This is an optimization exercise on Yosys and OpenROAD, whose aim is small area, not a production implementation.
The RTL was checked by simulation tests, not by an equivalence proof against the original design.
Power is estimated from default activity; no workload was simulated.

File: flow/run.sh
#!/bin/bash
# synth_recipe.tcl (not shown) runs the flow's synth.tcl, then flattens the netlist and writes it again
# the make line also repeats each setting of config.mk as NAME=value (left out here)
make -C /OpenROAD-flow-scripts/flow DESIGN_CONFIG=/design/flow/config.mk WORK_HOME=/design/flow/orfs CLKGATE_MAP_FILE= SYNTH_SCRIPT=/design/flow/synth_recipe.tcl finish
File: flow/config.mk
export PLATFORM = sky130hd
export DESIGN_NAME = ts100_i2cm
export DESIGN_NICKNAME = ts100_i2cm
export VERILOG_FILES = /design/flow/design.v
export SDC_FILE = /design/flow/constraint.sdc
export NUM_CORES = 4
export LEC_CHECK = 0
export CAP_MARGIN = 20
export CORE_MARGIN = 2
export CORE_UTILIZATION = 40
export SLEW_MARGIN = 20
File: flow/constraint.sdc
create_clock -name core_clock -period 10.0 [get_ports {clk}]
set_input_delay 2.0000 -clock core_clock [delete_from_list [all_inputs] [get_ports {clk}]]
set_output_delay 2.0000 -clock core_clock [all_outputs]
set_load 0.01 [all_outputs]
File: flow/design.v
module ts100_i2cm (
    input  wire        clk,
    input  wire        rst_n,
    input  wire        h_valid,
    input  wire        h_write,
    input  wire [2:0]  h_size,
    input  wire [4:0]  h_addr,
    input  wire [31:0] h_wdata,
    output reg  [31:0] h_rdata,
    output wire        h_err,
    input  wire        scl_i,
    input  wire        sda_i,
    output wire        scl_o,
    output wire        sda_o
);
    localparam [3:0] ST_OFF      = 4'd0,
                     ST_IDLE     = 4'd1,
                     ST_STARTING = 4'd2,
                     ST_STARTED  = 4'd3,
                     ST_ADDRESS  = 4'd4,
                     ST_READY    = 4'd5,
                     ST_TRANSMIT = 4'd6,
                     ST_STOPPING = 4'd7;
    localparam [3:0] PH_NONE = 4'd0,
                     PH_S0   = 4'd1,
                     PH_S1   = 4'd2,
                     PH_B0   = 4'd3,
                     PH_B1   = 4'd4,
                     PH_B2   = 4'd5,
                     PH_B3   = 4'd6,
                     PH_A0   = 4'd7,
                     PH_A1   = 4'd8,
                     PH_A2   = 4'd9,
                     PH_A3   = 4'd10,
                     PH_P0   = 4'd11,
                     PH_P1   = 4'd12,
                     PH_P2   = 4'd13,
                     PH_P3   = 4'd14;
    localparam [3:0] OP_NOP   = 4'd0,
                     OP_START = 4'd1,
                     OP_ADDRW = 4'd2,
                     OP_WRITE = 4'd3,
                     OP_STOP  = 4'd4;
    localparam [3:0] E_CMD_RESERVED  = 4'd1,
                     E_CMD_DISABLED  = 4'd2,
                     E_CMD_SEQUENCE  = 4'd3,
                     E_NACK_ADDR     = 4'd4,
                     E_NACK_DATA     = 4'd5,
                     E_TIMEOUT_START = 4'd6,
                     E_TIMEOUT_ADDR  = 4'd7,
                     E_TIMEOUT_DATA  = 4'd8,
                     E_TIMEOUT_STOP  = 4'd9;
    localparam [4:0] A_CTRL    = 5'h00,
                     A_TIMING  = 5'h04,
                     A_TIMEOUT = 5'h08,
                     A_CMD     = 5'h0C,
                     A_STAT    = 5'h10;
    reg        en;
    reg [11:0] ccr;
    reg        fs;
    reg [5:0]  trise;
    reg [15:0] to;
    reg [3:0]  st;
    reg [3:0]  ph;
    reg [7:0]  shreg;
    reg [3:0]  bitcnt;
    reg        ack;
    reg [15:0] wcnt;
    reg        sent;
    reg        spend;
    reg        scl_drv;
    reg        sda_drv;
    reg [11:0] div;
    reg        nackf;
    reg        tof;
    reg        cmderr;
    reg [3:0]  errcode;
    assign scl_o = scl_drv;
    assign sda_o = sda_drv;
    wire scl_line = ~scl_drv & scl_i;
    wire sda_line = ~sda_drv & sda_i;
    assign h_err = h_valid & ((h_size != 3'd4) | (h_addr[1:0] != 2'b00));
    wire acc    = h_valid & ~h_err;
    wire wr     = acc & h_write;
    wire rd     = acc & ~h_write;
    wire wr_ctrl    = wr & (h_addr == A_CTRL);
    wire wr_timing  = wr & (h_addr == A_TIMING);
    wire wr_timeout = wr & (h_addr == A_TIMEOUT);
    wire wr_cmd     = wr & (h_addr == A_CMD);
    wire wr_stat    = wr & (h_addr == A_STAT);
    wire f_sb    = (st == ST_STARTED);
    wire f_msl   = (st == ST_STARTED) | (st == ST_ADDRESS) | (st == ST_READY) |
                   (st == ST_TRANSMIT) | (st == ST_STOPPING);
    wire f_busy  = f_msl | (st == ST_STARTING);
    wire f_addr  = (st == ST_READY) & ~sent;
    wire f_txe   = (st == ST_READY);
    wire f_btf   = (st == ST_READY) & sent;
    wire f_tra   = (st == ST_READY) | (st == ST_TRANSMIT);
    wire [31:0] stat_val = {4'b0, st, 6'b0, sda_line, scl_line,
                            errcode, 1'b0, cmderr, tof, nackf,
                            spend, f_tra, f_btf, f_txe, f_addr, f_busy, f_msl, f_sb};
    always @(*) begin
        h_rdata = 32'd0;
        if (rd) begin
            case (h_addr)
                A_CTRL:    h_rdata = {31'd0, en};
                A_TIMING:  h_rdata = {10'd0, trise, fs, 3'd0, ccr};
                A_TIMEOUT: h_rdata = {16'd0, to};
                A_STAT:    h_rdata = stat_val;
                default:   h_rdata = 32'd0;
            endcase
        end
    end
    wire [3:0] cmd_op  = h_wdata[3:0];
    wire [7:0] cmd_arg = h_wdata[15:8];
    wire cmd_valid = (h_wdata[31:16] == 16'd0) && (h_wdata[7:4] == 4'd0) &&
                     (cmd_op <= OP_STOP) &&
                     !(((cmd_op == OP_NOP) || (cmd_op == OP_START) || (cmd_op == OP_STOP)) &&
                       (cmd_arg != 8'd0)) &&
                     !((cmd_op == OP_ADDRW) && cmd_arg[7]);
    reg cmd_allowed;
    always @(*) begin
        case (cmd_op)
            OP_START: cmd_allowed = (st == ST_IDLE) || ((st == ST_STOPPING) && !spend);
            OP_ADDRW: cmd_allowed = (st == ST_STARTED);
            OP_WRITE: cmd_allowed = (st == ST_READY);
            OP_STOP:  cmd_allowed = (st == ST_STARTED) || (st == ST_READY);
            default:  cmd_allowed = 1'b0;
        endcase
    end
    wire ticking = (st == ST_STARTING) || (st == ST_ADDRESS) ||
                   (st == ST_TRANSMIT) || (st == ST_STOPPING);
    wire tick    = ticking && !wr && (div >= ccr);
    reg [3:0] wait_code;
    always @(*) begin
        case (st)
            ST_STARTING: wait_code = E_TIMEOUT_START;
            ST_ADDRESS:  wait_code = E_TIMEOUT_ADDR;
            ST_TRANSMIT: wait_code = E_TIMEOUT_DATA;
            default:     wait_code = E_TIMEOUT_STOP;
        endcase
    end
    reg       raise;
    reg [3:0] raise_code;
    always @(posedge clk) begin
        if (!rst_n) begin
            en      <= 1'b0;
            ccr     <= 12'd0;
            fs      <= 1'b0;
            trise   <= 6'd0;
            to      <= 16'hFFFF;
            st      <= ST_OFF;
            ph      <= PH_NONE;
            shreg   <= 8'd0;
            bitcnt  <= 4'd0;
            ack     <= 1'b0;
            wcnt    <= 16'd0;
            sent    <= 1'b0;
            spend   <= 1'b0;
            scl_drv <= 1'b0;
            sda_drv <= 1'b0;
            div     <= 12'd0;
            nackf   <= 1'b0;
            tof     <= 1'b0;
            cmderr  <= 1'b0;
            errcode <= 4'd0;
        end else begin
            raise      = 1'b0;
            raise_code = 4'd0;
            if (!ticking)
                div <= 12'd0;
            else if (!wr)
                div <= tick ? 12'd0 : div + 12'd1;
            if (wr_ctrl) begin
                en <= h_wdata[0];
                if (!en && h_wdata[0]) begin
                    st <= ST_IDLE;
                    ph <= PH_NONE;
                end
                if (en && !h_wdata[0]) begin
                    scl_drv <= 1'b0;
                    sda_drv <= 1'b0;
                    st      <= ST_OFF;
                    ph      <= PH_NONE;
                    spend   <= 1'b0;
                    wcnt    <= 16'd0;
                    sent    <= 1'b0;
                    bitcnt  <= 4'd0;
                    div     <= 12'd0;
                end
            end
            if (wr_timing) begin
                ccr   <= h_wdata[11:0];
                fs    <= h_wdata[15];
                trise <= h_wdata[21:16];
            end
            if (wr_timeout)
                to <= h_wdata[15:0];
            if (wr_stat) begin
                if (h_wdata[8])  nackf  <= 1'b0;
                if (h_wdata[9])  tof    <= 1'b0;
                if (h_wdata[10]) cmderr <= 1'b0;
                if ((nackf & ~h_wdata[8]) == 1'b0 &&
                    (tof & ~h_wdata[9]) == 1'b0 &&
                    (cmderr & ~h_wdata[10]) == 1'b0)
                    errcode <= 4'd0;
            end
            if (wr_cmd) begin
                if (!cmd_valid) begin
                    raise      = 1'b1;
                    raise_code = E_CMD_RESERVED;
                end else if (cmd_op == OP_NOP) begin
                end else if (!en) begin
                    raise      = 1'b1;
                    raise_code = E_CMD_DISABLED;
                end else if (!cmd_allowed) begin
                    raise      = 1'b1;
                    raise_code = E_CMD_SEQUENCE;
                end else begin
                    case (cmd_op)
                        OP_START: begin
                            if (st == ST_IDLE) begin
                                st   <= ST_STARTING;
                                ph   <= PH_S0;
                                wcnt <= 16'd0;
                            end else begin
                                spend <= 1'b1;
                            end
                        end
                        OP_ADDRW: begin
                            shreg  <= {cmd_arg[6:0], 1'b0};
                            bitcnt <= 4'd8;
                            st     <= ST_ADDRESS;
                            ph     <= PH_B0;
                            wcnt   <= 16'd0;
                        end
                        OP_WRITE: begin
                            shreg  <= cmd_arg;
                            bitcnt <= 4'd8;
                            st     <= ST_TRANSMIT;
                            ph     <= PH_B0;
                            wcnt   <= 16'd0;
                        end
                        OP_STOP: begin
                            st   <= ST_STOPPING;
                            ph   <= PH_P0;
                            wcnt <= 16'd0;
                        end
                        default: ;
                    endcase
                end
            end
            if (tick) begin
                case (ph)
                    PH_S0: begin
                        if (scl_line && sda_line) begin
                            wcnt    <= 16'd0;
                            sda_drv <= 1'b1;
                            ph      <= PH_S1;
                        end else if (wcnt >= to) begin
                            raise      = 1'b1;
                            raise_code = wait_code;
                        end else begin
                            wcnt <= wcnt + 16'd1;
                        end
                    end
                    PH_S1: begin
                        scl_drv <= 1'b1;
                        st      <= ST_STARTED;
                        ph      <= PH_NONE;
                    end
                    PH_B0: begin
                        sda_drv <= ~shreg[7];
                        ph      <= PH_B1;
                    end
                    PH_B1: begin
                        scl_drv <= 1'b0;
                        ph      <= PH_B2;
                    end
                    PH_B2: begin
                        if (scl_line) begin
                            wcnt <= 16'd0;
                            ph   <= PH_B3;
                        end else if (wcnt >= to) begin
                            raise      = 1'b1;
                            raise_code = wait_code;
                        end else begin
                            wcnt <= wcnt + 16'd1;
                        end
                    end
                    PH_B3: begin
                        scl_drv <= 1'b1;
                        shreg   <= {shreg[6:0], 1'b0};
                        bitcnt  <= bitcnt - 4'd1;
                        ph      <= (bitcnt == 4'd1) ? PH_A0 : PH_B0;
                    end
                    PH_A0: begin
                        sda_drv <= 1'b0;
                        ph      <= PH_A1;
                    end
                    PH_A1: begin
                        scl_drv <= 1'b0;
                        ph      <= PH_A2;
                    end
                    PH_A2: begin
                        if (scl_line) begin
                            wcnt <= 16'd0;
                            ack  <= ~sda_line;
                            ph   <= PH_A3;
                        end else if (wcnt >= to) begin
                            raise      = 1'b1;
                            raise_code = wait_code;
                        end else begin
                            wcnt <= wcnt + 16'd1;
                        end
                    end
                    PH_A3: begin
                        scl_drv <= 1'b1;
                        if (ack) begin
                            sent <= (st == ST_TRANSMIT);
                            st   <= ST_READY;
                            ph   <= PH_NONE;
                        end else begin
                            raise      = 1'b1;
                            raise_code = (st == ST_ADDRESS) ? E_NACK_ADDR : E_NACK_DATA;
                            st         <= ST_STOPPING;
                            ph         <= PH_P0;
                            wcnt       <= 16'd0;
                        end
                    end
                    PH_P0: begin
                        sda_drv <= 1'b1;
                        ph      <= PH_P1;
                    end
                    PH_P1: begin
                        scl_drv <= 1'b0;
                        ph      <= PH_P2;
                    end
                    PH_P2: begin
                        if (scl_line) begin
                            wcnt <= 16'd0;
                            ph   <= PH_P3;
                        end else if (wcnt >= to) begin
                            raise      = 1'b1;
                            raise_code = wait_code;
                        end else begin
                            wcnt <= wcnt + 16'd1;
                        end
                    end
                    PH_P3: begin
                        sda_drv <= 1'b0;
                        if (spend) begin
                            spend <= 1'b0;
                            st    <= ST_STARTING;
                            ph    <= PH_S0;
                            wcnt  <= 16'd0;
                        end else begin
                            st <= ST_IDLE;
                            ph <= PH_NONE;
                        end
                    end
                    default: ;
                endcase
                if (raise && raise_code >= E_TIMEOUT_START) begin
                    scl_drv <= 1'b0;
                    sda_drv <= 1'b0;
                    spend   <= 1'b0;
                    wcnt    <= 16'd0;
                    st      <= ST_IDLE;
                    ph      <= PH_NONE;
                end
            end
            if (raise) begin
                if (!nackf && !tof && !cmderr)
                    errcode <= raise_code;
                case (raise_code)
                    E_NACK_ADDR, E_NACK_DATA: nackf <= 1'b1;
                    E_TIMEOUT_START, E_TIMEOUT_ADDR,
                    E_TIMEOUT_DATA, E_TIMEOUT_STOP: tof <= 1'b1;
                    default: cmderr <= 1'b1;
                endcase
            end
        end
    end
endmodule
==> summary.txt <==
[area by class of cell]
type                    count  share of cell area
flip-flops and latches     96               0.262
multi-input cells         645               0.530
well taps                 211              0.0360
inverters                  48              0.0245
clock inverters             6             0.00921
clock buffers              10              0.0312
repair buffers             80               0.107
[cell usage in the layout, fill, tap and decap left out, drive strengths merged, types with 12 or more instances in the layout]
master | synthesis | layout
ha | 32 | 32
o21ai | 46 | 46
o22ai | 12 | 12
clkdlybuf4s50 | 0 | 74
o211ai | 23 | 23
nand3b | 12 | 12
nand2 | 120 | 120
a31oi | 16 | 16
inv | 48 | 49
dfxtp | 96 | 96
nor2 | 96 | 96
nand3 | 17 | 17
nor3 | 21 | 21
and3 | 17 | 17
a21oi | 68 | 68
[cells in the mapped netlist (5+ instances only)]
master                       n  area share
sky130_fd_sc_hd__clkbuf_1   32       0.019
sky130_fd_sc_hd__and2_1      9      0.0090
sky130_fd_sc_hd__ha_1       32       0.064
sky130_fd_sc_hd__nand3b_1   12       0.014
sky130_fd_sc_hd__a22oi_1    10       0.012
sky130_fd_sc_hd__or3_1       8      0.0080
sky130_fd_sc_hd__inv_1      48       0.029
sky130_fd_sc_hd__o21ai_0    37       0.030
sky130_fd_sc_hd__buf_4       8      0.0096
sky130_fd_sc_hd__o22ai_1    12       0.012
sky130_fd_sc_hd__nand4_1     9      0.0090
sky130_fd_sc_hd__nor4_1      5      0.0050
sky130_fd_sc_hd__nand2b_1   10       0.010
sky130_fd_sc_hd__dfxtp_1    96        0.31
sky130_fd_sc_hd__a222oi_1   10       0.016
sky130_fd_sc_hd__buf_2      15       0.012
sky130_fd_sc_hd__xor2_1      9       0.013
sky130_fd_sc_hd__nor3_1     20       0.016
sky130_fd_sc_hd__a31oi_1    16       0.016
sky130_fd_sc_hd__nor2_1     95       0.057
sky130_fd_sc_hd__mux2i_1    10       0.016
sky130_fd_sc_hd__a211o_1     5      0.0070
sky130_fd_sc_hd__o211ai_1   23       0.028
sky130_fd_sc_hd__o21ai_1     7      0.0056
sky130_fd_sc_hd__nand3_1    17       0.014
sky130_fd_sc_hd__a21oi_1    67       0.054
sky130_fd_sc_hd__and3_1     16       0.016
sky130_fd_sc_hd__nor2b_1     8      0.0080
sky130_fd_sc_hd__nand2_1   120       0.072
[registers in the layout, indices dropped and copies added (netlist names), 4 cells and up]
name     cells
wcnt        16
st           4
errcode      4
div         12
shreg        8
ph           4
trise        6
to          16
bitcnt       4
ccr         12
[metrics by stage]
| stage | utilization | power [W] | setup slack [ns] | hold WS (ns) | cells |
|---|---|---|---|---|---|
| after floorplan | - | 0.000416 | 4.36 | 0.427 | 847 |
| after global placement | 0.462 | 0.000445 | 3.11 | 0.438 | 1080 |
| after detailed placement | 0.462 | 0.000445 | 3.06 | 0.440 | 1080 |
| after CTS | 0.481 | 0.000800 | 3.03 | 0.450 | 1096 |
| after global routing | 0.481 | 0.000819 | 2.85 | 0.477 | 1096 |
| final | 0.481 | 0.000794 | 3.04 | 0.447 | 1096 |
[power by group]
group	switching [W]	internal, W	leakage [nW]
sequential	0.0000000388	0.000382	0.773
clock	0.000163	0.000195	0.139
combinational	0.0000306	0.0000237	1.72
total	0.000194	0.000601	2.63
[per-layer routing]
metal	wire, um	up-vias
met2	8220	206
li1	-	3075
met3	1210	15
met5	0	-
met1	9380	2832
met4	247	0
[worst max-delay path by stage]
| stage | to | slack, ns | cells after the start |
|---|---|---|---|
| CTS | h_rdata[0] | 3.03 | 6 |
| detailed placement | h_rdata[0] | 3.06 | 6 |
| finish | h_rdata[0] | 3.04 | 6 |
| global placement | h_rdata[6] | 3.11 | 6 |
| floorplan | h_rdata[10] | 4.36 | 6 |
| global route | h_rdata[0] | 2.85 | 6 |
[worst reg2reg max path: stages (launching register included)]
cell and delay, ns:
sky130_fd_sc_hd__dfxtp_1 0.40, sky130_fd_sc_hd__inv_1 0.06, sky130_fd_sc_hd__ha_1 0.31, sky130_fd_sc_hd__a211o_1 0.26
sky130_fd_sc_hd__o211ai_1 0.09, sky130_fd_sc_hd__nand4b_1 0.24, sky130_fd_sc_hd__o21ai_2 0.48, sky130_fd_sc_hd__o22ai_1 0.29
sky130_fd_sc_hd__nor2_1 0.82, sky130_fd_sc_hd__o21ai_0 0.21, sky130_fd_sc_hd__a21oi_1 0.17
[logic make-up (layout without fill, tap and decap cells)]
family          Yosys count  after routing  synth area share
buf+inv                 106            144            0.0739
compound gates          224            224             0.234
flops                    96             96             0.308
mux                      10             10            0.0160
other cells               1              6          0.000600
xor+xnor                 13             13            0.0182
simple gates            357            357             0.280
fa+ha+maj                35             35            0.0689
==> summary.txt <==
STA
* **clock period minus worst slack** 6.96 ns
* **actual slew at the worst max-slew pin** 0.982 ns
* **Setup TNS** 0 ns
* **Final Skew** 0.00800 ns
* **final hold violation count** 0
* **max-slew headroom at the worst pin** 0.343
* **maximum operating frequency** 0.144 GHz
* **unrepaired setup endpoints after global routing** no
* **number of setup violations in the final report** 0
* **final cycle utilization of the critical path** 0.696
* **number of max-slew violations in the final report** 0

Worst setup path
* **CP most frequent cell** sky130_fd_sc_hd__clkdlybuf4s50_1
* **CP top delay family** simple AND/OR/NAND/NOR gates
* **CP endpoint kind** output pin
* **CP startpoint kind** input pin
* **count of buffer and inverter cells on the critical path** 2
* **worst reg-to-reg setup slack** 6.60 ns
* **critical setup path kind** in2out
* **terminus of the critical flop-to-flop path** wcnt[3]
* **source of the critical timing path** h_addr[1]
* **signal arrival time at the worst endpoint** 4.96 ns
* **maximum fanout encountered on the critical timing path** 18
* **worst stage delay on the critical path** 0.91 ns
* **startpoint of the lowest-slack register-to-register path** ccr[5]
* **worst path required time** 8.00 ns
* **Critical Path, Cell by Cell** clkdlybuf4s50_1 -> nor4_2 -> nand4b_1 -> or4_1 -> a21oi_1 -> clkdlybuf4s50_1
* **cell with the largest stage delay on the worst path** sky130_fd_sc_hd__or4_1
* **worst reg-to-reg path cell count** 10

Die
* **core outline area** 15300 um^2
* **number of placement rows** 45
* **initial cell density of the core** 0.409
* **number of primary I/O pins** 81
* **die area** 16600 um^2
* **Die W** 129 um
* **die boundary height** 129 um

Synthesis
* **cells after synthesis** 842
* **total of flip-flops plus latches after synthesis** 96
* **netlist area before placement** 6250 um^2
* **EDFF count, synth** 0
* **Mean Syn Cell Area** 7.42 um^2
* **Synth warnings** 1
* **dominant synthesized flop cell** sky130_fd_sc_hd__dfxtp_1
* **fraction of registers with async set/reset** 0
* **number of library cell types mapped by synthesis** 74
* **sequential area share after synthesis** 0.308

Pwr
* **IR Drop Worst-Case VDD** 78.7 uV
* **Pwr Density** 108 nW/um^2
* **static leakage** 2.63 nW

Route
* **Remaining DRCs** 0
* **Antenna Nets Post-Route** 0
* **number of iterations in the first detailed-routing pass** 5
* **via count** 6128
* **routed len/inst** 17.4 um
* **via/cell ratio** 5.59
* **starting DRC count in detailed routing** 546
* **Total Routed Length** 19100 um

Global routing
* **global-route met1 utilization** 0.336
* **met3 demand-to-capacity share in global routing** 0.0349
* **via count of the first global-routing pass** 5519
* **number of antenna violations at the first check in global routing** 0
* **total track usage** 0.230
* **global-route wire length before repair** 29900 um
* **global routing met2 resource utilization** 0.357
* **maximum number of pins on one net before global-route repair** 50
* **GR Overflow Total** 0
* **gr busiest metal** met2

Finish
* **cell area after layout** 7340 um^2
* **number of filler instances in the final layout** 1555
* **layout overhead on the synthesized area** 17.5%
* **diode count** 0
* **combined area of the multi-input logic cells** 3890 um^2
* **sequential standard cell area** 1920 um^2
* **proportion of layout cells with a drive suffix above 1** 0.0452
* **Post-layout nets** 958

Clock network
* **clock tree from TritonCTS** done
* **CTS Root Cell** sky130_fd_sc_hd__clkbuf_16
* **# hold bufs at CTS** 0
* **clock sink total** 96
* **number of buffers added by the clock tree synthesis step** 9
* **number of buffers between clock root and the deepest sink** 2
* **Clk Latency, worst-skew pair** 0.35 ns
* **deepest level of the CTS H-tree** 3
* **postcts setup bufs** 0
* **Resized cells post-CTS** 0
* **Reg clk slew, reported paths** 0.07 ns

Placement
* **half-perimeter wire length after placement** 13600 um
* **placement-stage cell area** 7040 um^2
* **count of input and output buffers** 74
* **GPL Wtd Cong** 0.837

Status
* **status** finished clean

Hold path
* **hold path depth** 2
* **type of the most critical hold path** reg2reg
* **start point of the worst hold path** trise[3]
* **Hold EP** trise[3]

Run
* **max-cap viol count** 0

re-timing with driven ports:
The results above use ideal ports. As a check the final layout listed here was re-extracted and re-timed, cells and wires unchanged. Step 1 (the two cells are an assumption about what drives the block):
set clk [get_ports {clk}]
set_driving_cell -lib_cell sky130_fd_sc_hd__clkbuf_16 $clk
set_driving_cell -lib_cell sky130_fd_sc_hd__buf_2 [delete_from_list [all_inputs] $clk]
Step 2 adds t to the input delays and takes it off the output delays; t is the mean of the earliest and latest rising clock arrival at the registers after step 1. Input paths then give back, and output paths get back, about the clock's delay inside the block. a / b / c = ideal / step 1 / step 2; a / b = the first two.
t, ns: 0.393
setup WS [ns]: 3.040 / 3.012 / 3.012
hold slack, ns: 0.447 / 0.447 / 0.447
worst setup path at the end: input to output
worst register clock-pin slew, ns: 0.07 / 0.07
After both steps setup and hold are still met in this run. The setup slack of this run moves by -0.028 ns with the drivers and by -0.028 ns with both steps.
